Context: an optimization exercise on an open-source flow, tuned for small area. The choices shown serve that exercise and are no tape-out recipe.
Function was checked by simulation only, so behaviour that the tests miss may differ from the original.
No activity file was given, so power comes from the tool's default toggle rates.

==> run a: inputs <==
==> flow/design.v <==
module gbp_link_core (
    input  wire        clk,
    input  wire        rst,              
    input  wire        op_edge,          
    input  wire        edge_clk,
    input  wire        edge_data,
    input  wire        op_poll,          
    input  wire        op_clear_ready,   
    input  wire [31:0] now,
    output wire        ready,            
    output wire [2:0]  last_cmd,         
    output wire [3:0]  status_flags,     
    output wire        synced,
    output wire        sdout,            
    output wire        sdout_valid,      
    output wire        violation,
    output wire [1:0]  violation_cause,
    output reg         buf_we,
    output wire        buf_sel,          
    output wire [9:0]  buf_addr,
    output wire [7:0]  buf_wdata
);
    localparam [15:0] SYNC_WORD = 16'h8833;
    localparam [2:0] CMD_UNKNOWN = 3'd0;
    localparam [2:0] CMD_INIT    = 3'd1;
    localparam [2:0] CMD_DATA    = 3'd2;
    localparam [2:0] CMD_PRINT   = 3'd3;
    localparam [2:0] CMD_INQUIRY = 3'd4;
    localparam [3:0] S_COMMAND       = 4'd0;
    localparam [3:0] S_COMPRESSION   = 4'd1;
    localparam [3:0] S_LENGTH_LOW    = 4'd2;
    localparam [3:0] S_LENGTH_HIGH   = 4'd3;
    localparam [3:0] S_PAYLOAD       = 4'd4;
    localparam [3:0] S_CHECKSUM_LOW  = 4'd5;
    localparam [3:0] S_CHECKSUM_HIGH = 4'd6;
    localparam [3:0] S_DEVICE_ID     = 4'd7;
    localparam [3:0] S_STATUS        = 4'd8;
    reg        initialized;
    reg        prev_clk;
    reg        synchronized;
    reg [15:0] sr;               
    reg [2:0]  bit_pos;
    reg        data_out;
    reg        data_out_driven;
    reg [3:0]  st;
    reg [2:0]  command;
    reg [9:0]  len;              
    reg [9:0]  idx;
    reg [15:0] cs;
    reg        xf;               
    reg        cserr;
    reg        unproc;
    reg        busy;             
    reg        ready_flag;
    reg [1:0]  vcause;
    reg [31:0] tdl;
    reg [31:0] pdl;
    wire       ev     = op_edge & initialized & (edge_clk ^ prev_clk);
    wire       rise   = ev & edge_clk;
    wire       fall   = ev & ~edge_clk & synchronized;
    wire [15:0] sr_sh = {sr[14:0], edge_data};
    wire [7:0] b      = sr_sh[7:0];
    wire       bdone  = rise & synchronized & (bit_pos == 3'd0);
    wire       is_tgt   = (command == CMD_DATA) | (command == CMD_PRINT);
    wire       is_print = (command == CMD_PRINT);
    wire       full     = is_print ? idx[2] : (idx[9] & idx[7] & idx[3] & idx[1]);
    wire [9:0] idx_inc  = idx + 10'd1;
    wire [15:0] cs_add  = cs + {8'd0, b};
    reg txbit;
    always @* begin
        txbit = 1'b0;
        if (st == S_DEVICE_ID)
            txbit = (bit_pos == 3'd7) | (bit_pos == 3'd0);
        else if (st == S_STATUS)
            case (bit_pos)
                3'd0: txbit = cserr;
                3'd1: txbit = xf;
                3'd2: txbit = xf;
                3'd3: txbit = unproc;
                default: txbit = 1'b0;
            endcase
    end
    reg viol;
    reg [1:0] vcode;
    reg resync;
    reg [3:0] st_n;
    always @* begin
        buf_we = 1'b0;
        viol   = 1'b0;
        vcode  = 2'd0;
        resync = 1'b0;
        st_n   = st;
        if (bdone) begin
            case (st)
                S_COMMAND:       st_n = S_COMPRESSION;
                S_COMPRESSION:   st_n = S_LENGTH_LOW;
                S_LENGTH_LOW:    st_n = S_LENGTH_HIGH;
                S_LENGTH_HIGH: begin
                    if (b == 8'd0 && len[7:0] == 8'd0)
                        st_n = S_CHECKSUM_LOW;
                    else if (!is_tgt) begin
                        viol  = 1'b1;
                        vcode = 2'd1;
                    end else
                        st_n = S_PAYLOAD;
                end
                S_PAYLOAD: begin
                    if (full) begin
                        viol  = 1'b1;
                        vcode = 2'd2;
                    end else begin
                        buf_we = 1'b1;
                        if (idx_inc == len)
                            st_n = S_CHECKSUM_LOW;
                    end
                end
                S_CHECKSUM_LOW:  st_n = S_CHECKSUM_HIGH;
                S_CHECKSUM_HIGH: st_n = S_DEVICE_ID;
                S_DEVICE_ID:     st_n = S_STATUS;
                default:         resync = 1'b1;       
            endcase
            if (viol)
                resync = 1'b1;
        end else if (op_poll) begin
            if (st != S_COMMAND && now > tdl)
                resync = 1'b1;
        end
        if (resync)
            st_n = S_COMMAND;
    end
    assign buf_sel   = ~command[0];
    assign buf_addr  = idx;
    assign buf_wdata = b;
    always @(posedge clk) begin
        if (op_edge) begin
            initialized <= 1'b1;
            prev_clk    <= edge_clk;
        end
        if (rise) begin
            sr <= sr_sh;
            if (!synchronized) begin
                if (sr_sh == SYNC_WORD) begin
                    synchronized <= 1'b1;
                    bit_pos      <= 3'd7;
                end
            end else
                bit_pos <= bit_pos - 3'd1;
        end
        if (fall) begin
            data_out        <= txbit;
            data_out_driven <= 1'b1;
        end
        st <= st_n;
        if (bdone) begin
            tdl <= now + 32'd100;
            case (st)
                S_COMMAND: begin
                    case (b)
                        8'h01:   command <= CMD_INIT;
                        8'h04:   command <= CMD_DATA;
                        8'h02:   command <= CMD_PRINT;
                        8'h0F:   command <= CMD_INQUIRY;
                        default: command <= CMD_UNKNOWN;
                    endcase
                    cs <= {8'd0, b};
                end
                S_COMPRESSION: cs <= cs_add;
                S_LENGTH_LOW: begin
                    cs       <= cs_add;
                    len[7:0] <= b;
                end
                S_LENGTH_HIGH: begin
                    cs       <= cs_add;
                    len[9:8] <= b[1:0] | {2{|b[7:2]}};
                    idx      <= 10'd0;
                end
                S_PAYLOAD: begin
                    cs  <= cs_add;
                    idx <= idx_inc;
                end
                S_CHECKSUM_LOW:  len[7:0] <= b;
                S_CHECKSUM_HIGH: xf <= (cs == {b, len[7:0]});
                S_DEVICE_ID: begin
                    cserr <= ~xf;
                    if (command == CMD_DATA)
                        unproc <= 1'b1;
                    if (is_print) begin
                        unproc <= 1'b0;
                        busy   <= 1'b1;
                        pdl    <= now + 32'd2000;
                    end
                    xf <= busy | is_print;
                end
                default: ready_flag <= 1'b1;
            endcase
            if (viol) begin
                vcause <= vcode;
                cserr  <= 1'b1;
            end
        end else if (op_poll) begin
            if (busy && now >= pdl)
                busy <= 1'b0;
        end else if (op_clear_ready) begin
            ready_flag <= 1'b0;
        end
        if (resync) begin
            synchronized <= 1'b0;
            sr           <= 16'd0;
        end
        if (rst) begin
            initialized     <= 1'b0;
            synchronized    <= 1'b0;
            sr              <= 16'd0;
            data_out_driven <= 1'b0;
            st              <= S_COMMAND;
            command         <= CMD_UNKNOWN;
            cserr           <= 1'b0;
            unproc          <= 1'b0;
            busy            <= 1'b0;
            ready_flag      <= 1'b0;
            vcause          <= 2'd0;
        end
    end
    assign ready           = ready_flag;
    assign last_cmd        = command;
    assign status_flags    = {unproc, busy, busy, cserr};
    assign synced          = synchronized;
    assign sdout           = data_out;
    assign sdout_valid     = data_out_driven;
    assign violation       = |vcause;
    assign violation_cause = vcause;
endmodule
==> flow/run.sh <==
#!/bin/bash
# synth_recipe.tcl (not shown) runs the flow's synth.tcl, then flattens the netlist and writes it again
# the make line also repeats each setting of config.mk as NAME=value (left out here)
make -C /OpenROAD-flow-scripts/flow DESIGN_CONFIG=/design/flow/config.mk WORK_HOME=/design/flow/orfs CLKGATE_MAP_FILE= SYNTH_SCRIPT=/design/flow/synth_recipe.tcl finish
==> flow/config.mk <==
export PLATFORM = sky130hd
export DESIGN_NAME = gbp_link_core
export DESIGN_NICKNAME = gbp_link_core
export VERILOG_FILES = /design/flow/design.v
export SDC_FILE = /design/flow/constraint.sdc
export NUM_CORES = 4
export LEC_CHECK = 0
export CAP_MARGIN = 20
export CORE_MARGIN = 2
export CORE_UTILIZATION = 40
export SLEW_MARGIN = 20
==> flow/constraint.sdc <==
create_clock -name core_clock -period 10.0 [get_ports {clk}]
set_input_delay 2.0000 -clock core_clock [delete_from_list [all_inputs] [get_ports {clk}]]
set_output_delay 2.0000 -clock core_clock [all_outputs]
set_load 0.01 [all_outputs]
==> run b (differences from run a) <==
--- a/flow/design.v
+++ b/flow/design.v
@@ -20,7 +20,6 @@
     output wire [9:0]  buf_addr,
     output wire [7:0]  buf_wdata
 );
-    localparam [15:0] SYNC_WORD = 16'h8833;
     localparam [2:0] CMD_UNKNOWN = 3'd0;
     localparam [2:0] CMD_INIT    = 3'd1;
     localparam [2:0] CMD_DATA    = 3'd2;
@@ -38,7 +37,7 @@
     reg        initialized;
     reg        prev_clk;
     reg        synchronized;
-    reg [15:0] sr;               
+    reg [7:0]  sr;               
     reg [2:0]  bit_pos;
     reg        data_out;
     reg        data_out_driven;
@@ -58,14 +57,89 @@
     wire       ev     = op_edge & initialized & (edge_clk ^ prev_clk);
     wire       rise   = ev & edge_clk;
     wire       fall   = ev & ~edge_clk & synchronized;
-    wire [15:0] sr_sh = {sr[14:0], edge_data};
-    wire [7:0] b      = sr_sh[7:0];
+    wire [7:0] b      = {sr[6:0], edge_data};
+    reg [4:0] sync_next;     
+    always @* begin
+        case ({sr[3:0], edge_data})
+            5'b0000_0: sync_next = 5'b0_0000;    
+            5'b0000_1: sync_next = 5'b0_1001;    
+            5'b1001_0: sync_next = 5'b0_0010;    
+            5'b1001_1: sync_next = 5'b0_1001;    
+            5'b0010_0: sync_next = 5'b0_0011;    
+            5'b0010_1: sync_next = 5'b0_1001;    
+            5'b0011_0: sync_next = 5'b0_0100;    
+            5'b0011_1: sync_next = 5'b0_1001;    
+            5'b0100_0: sync_next = 5'b0_0000;    
+            5'b0100_1: sync_next = 5'b0_0001;    
+            5'b0001_0: sync_next = 5'b0_0110;    
+            5'b0001_1: sync_next = 5'b0_1001;    
+            5'b0110_0: sync_next = 5'b0_0111;    
+            5'b0110_1: sync_next = 5'b0_1001;    
+            5'b0111_0: sync_next = 5'b0_1100;    
+            5'b0111_1: sync_next = 5'b0_1001;    
+            5'b1100_0: sync_next = 5'b0_1101;    
+            5'b1100_1: sync_next = 5'b0_0001;    
+            5'b1101_0: sync_next = 5'b0_1010;    
+            5'b1101_1: sync_next = 5'b0_1001;    
+            5'b1010_0: sync_next = 5'b0_0000;    
+            5'b1010_1: sync_next = 5'b0_1011;    
+            5'b1011_0: sync_next = 5'b0_0010;    
+            5'b1011_1: sync_next = 5'b0_1000;    
+            5'b1000_0: sync_next = 5'b0_0101;    
+            5'b1000_1: sync_next = 5'b0_1001;    
+            5'b0101_0: sync_next = 5'b0_1110;    
+            5'b0101_1: sync_next = 5'b0_1001;    
+            5'b1110_0: sync_next = 5'b0_0100;    
+            5'b1110_1: sync_next = 5'b0_1111;    
+            5'b1111_0: sync_next = 5'b0_0010;    
+            5'b1111_1: sync_next = 5'b1_0000;    
+            default: sync_next = 5'b0_0000;
+        endcase
+    end
     wire       bdone  = rise & synchronized & (bit_pos == 3'd0);
     wire       is_tgt   = (command == CMD_DATA) | (command == CMD_PRINT);
     wire       is_print = (command == CMD_PRINT);
     wire       full     = is_print ? idx[2] : (idx[9] & idx[7] & idx[3] & idx[1]);
-    wire [9:0] idx_inc  = idx + 10'd1;
-    wire [15:0] cs_add  = cs + {8'd0, b};
+    localparam [31:0] TIMEOUT_WINDOW    = 32'd100;
+    localparam [31:0] PRETEND_PRINT_DUR = 32'd2000;
+    wire [31:0] tdl_new;             
+    wire [31:0] pdl_new;             
+    wire [32:0] tc, pc;
+    wire [32:0] tg, pg;              
+    wire [9:0]  idx_inc;
+    wire [10:0] ic;
+    wire [15:0] cs_add;
+    wire [16:0] cc;
+    assign tc[0] = 1'b0;
+    assign pc[0] = 1'b0;
+    assign tg[0] = 1'b0;
+    assign pg[0] = 1'b1;
+    assign ic[0] = 1'b1;
+    assign cc[0] = 1'b0;
+    genvar i;
+    generate
+        for (i = 0; i < 32; i = i + 1) begin : g_time
+            assign tdl_new[i] = now[i] ^ TIMEOUT_WINDOW[i] ^ tc[i];
+            assign tc[i+1]    = TIMEOUT_WINDOW[i] ? (now[i] | tc[i]) : (now[i] & tc[i]);
+            assign pdl_new[i] = now[i] ^ PRETEND_PRINT_DUR[i] ^ pc[i];
+            assign pc[i+1]    = PRETEND_PRINT_DUR[i] ? (now[i] | pc[i]) : (now[i] & pc[i]);
+            assign tg[i+1]    = (now[i] & ~tdl[i]) | (now[i] & tg[i]) | (~tdl[i] & tg[i]);
+            assign pg[i+1]    = (now[i] & ~pdl[i]) | (now[i] & pg[i]) | (~pdl[i] & pg[i]);
+        end
+        for (i = 0; i < 10; i = i + 1) begin : g_idx
+            assign idx_inc[i] = idx[i] ^ ic[i];
+            assign ic[i+1]    = idx[i] & ic[i];
+        end
+        for (i = 0; i < 16; i = i + 1) begin : g_cs
+            if (i < 8) begin : g_fa
+                assign cs_add[i] = cs[i] ^ b[i] ^ cc[i];
+                assign cc[i+1]   = (cs[i] & b[i]) | (cs[i] & cc[i]) | (b[i] & cc[i]);
+            end else begin : g_ha
+                assign cs_add[i] = cs[i] ^ cc[i];
+                assign cc[i+1]   = cs[i] & cc[i];
+            end
+        end
+    endgenerate
     reg txbit;
     always @* begin
         txbit = 1'b0;
@@ -122,7 +196,7 @@
             if (viol)
                 resync = 1'b1;
         end else if (op_poll) begin
-            if (st != S_COMMAND && now > tdl)
+            if (st != S_COMMAND && tg[32])
                 resync = 1'b1;
         end
         if (resync)
@@ -137,14 +211,16 @@
             prev_clk    <= edge_clk;
         end
         if (rise) begin
-            sr <= sr_sh;
             if (!synchronized) begin
-                if (sr_sh == SYNC_WORD) begin
+                sr[3:0] <= sync_next[3:0];
+                if (sync_next[4]) begin
                     synchronized <= 1'b1;
                     bit_pos      <= 3'd7;
                 end
-            end else
+            end else begin
+                sr      <= b;
                 bit_pos <= bit_pos - 3'd1;
+            end
         end
         if (fall) begin
             data_out        <= txbit;
@@ -152,7 +228,7 @@
         end
         st <= st_n;
         if (bdone) begin
-            tdl <= now + 32'd100;
+            tdl <= tdl_new;
             case (st)
                 S_COMMAND: begin
                     case (b)
@@ -187,7 +263,7 @@
                     if (is_print) begin
                         unproc <= 1'b0;
                         busy   <= 1'b1;
-                        pdl    <= now + 32'd2000;
+                        pdl    <= pdl_new;
                     end
                     xf <= busy | is_print;
                 end
@@ -198,19 +274,19 @@
                 cserr  <= 1'b1;
             end
         end else if (op_poll) begin
-            if (busy && now >= pdl)
+            if (busy && pg[32])
                 busy <= 1'b0;
         end else if (op_clear_ready) begin
             ready_flag <= 1'b0;
         end
         if (resync) begin
             synchronized <= 1'b0;
-            sr           <= 16'd0;
+            sr[3:0]      <= 4'd0;
         end
         if (rst) begin
             initialized     <= 1'b0;
             synchronized    <= 1'b0;
-            sr              <= 16'd0;
+            sr[3:0]         <= 4'd0;
             data_out_driven <= 1'b0;
             st              <= S_COMMAND;
             command         <= CMD_UNKNOWN;
==> flow/flow/run.sh (new file) <==
#!/bin/bash
# Layout flow: the standard flow (standard.sh, standard synthesis unchanged) with
#  - the smallest buffer, buf_1, as the buffer on every input and output port,
#  - a clock tree of clkbuf_4 buffers without dummy load cells.
# make's full output goes to flow_make.log; each ORFS step logs to orfs/logs/.
set -euo pipefail
export BUFFER_PORTS_ARGS="-buffer_cell sky130_fd_sc_hd__buf_1"
export CTS_ARGS="-sink_clustering_enable -repair_clock_nets -buf_list sky130_fd_sc_hd__clkbuf_4 -dont_use_dummy_load"
bash standard.sh > flow_make.log 2>&1
==> flow/standard.sh (new file) <==
#!/bin/bash
# synth_recipe.tcl (not shown) runs the flow's synth.tcl, then flattens the netlist and writes it again
# the make line also repeats each setting of config.mk as NAME=value (left out here)
make -C /OpenROAD-flow-scripts/flow DESIGN_CONFIG=/design/flow/config.mk WORK_HOME=/design/flow/orfs CLKGATE_MAP_FILE= SYNTH_SCRIPT=/design/flow/synth_recipe.tcl "${@:-finish}"
- ABC_AREA: default -> 1
- CORE_UTILIZATION: 40 -> 65
removed: flow/run.sh
==> summary of the runs <==
- Against run a, the sequential share of layout area of run b is higher by 8.8 points.
- Against run b, the fmax of run a is higher by about 6%.
- Worst hold slack: run a is lower than run b (35 ps).
- Against run a, the sequential power of run b is smaller by about 5%.
- Against run b, the synthesized cell count of run a is larger by about 19%.
- Between run b and run a, the lower cell count is in run b (gap 21%, measured against run a).
- Of run a and run b, run a has the higher non-clock buffer count (gap 5).

-- separate check: timing with driven ports --
The results above use ideal ports. As a check the final layouts listed here were re-extracted and re-timed, cells and wires unchanged. Step 1, drivers: a clkbuf_16 drives clk and a buf_2 each remaining input, both assumed. Step 2 adds t to the input delays and takes it off the output delays; t is the mean of the earliest and latest rising clock arrival at the registers after step 1. Input paths then give back, and output paths get back, about the clock's delay inside the block. Three values: ideal ports, drivers, drivers and shift; two values: the first two.
run | t (ns) | setup WS [ns] | worst register clock-pin slew, ns | worst slew at a driven data input, ns
run a | 0.466 | 3.269 / 3.246 / 3.246 | 0.06 / 0.06 | 0.07
run b | 0.510 | 2.869 / 2.884 / 2.374 | 0.11 / 0.11 | 0.05
After both steps setup and hold are still met in every run listed. The setup slack of run b, which loses most, moves by +0.015 ns with the drivers and by -0.495 ns with both steps.
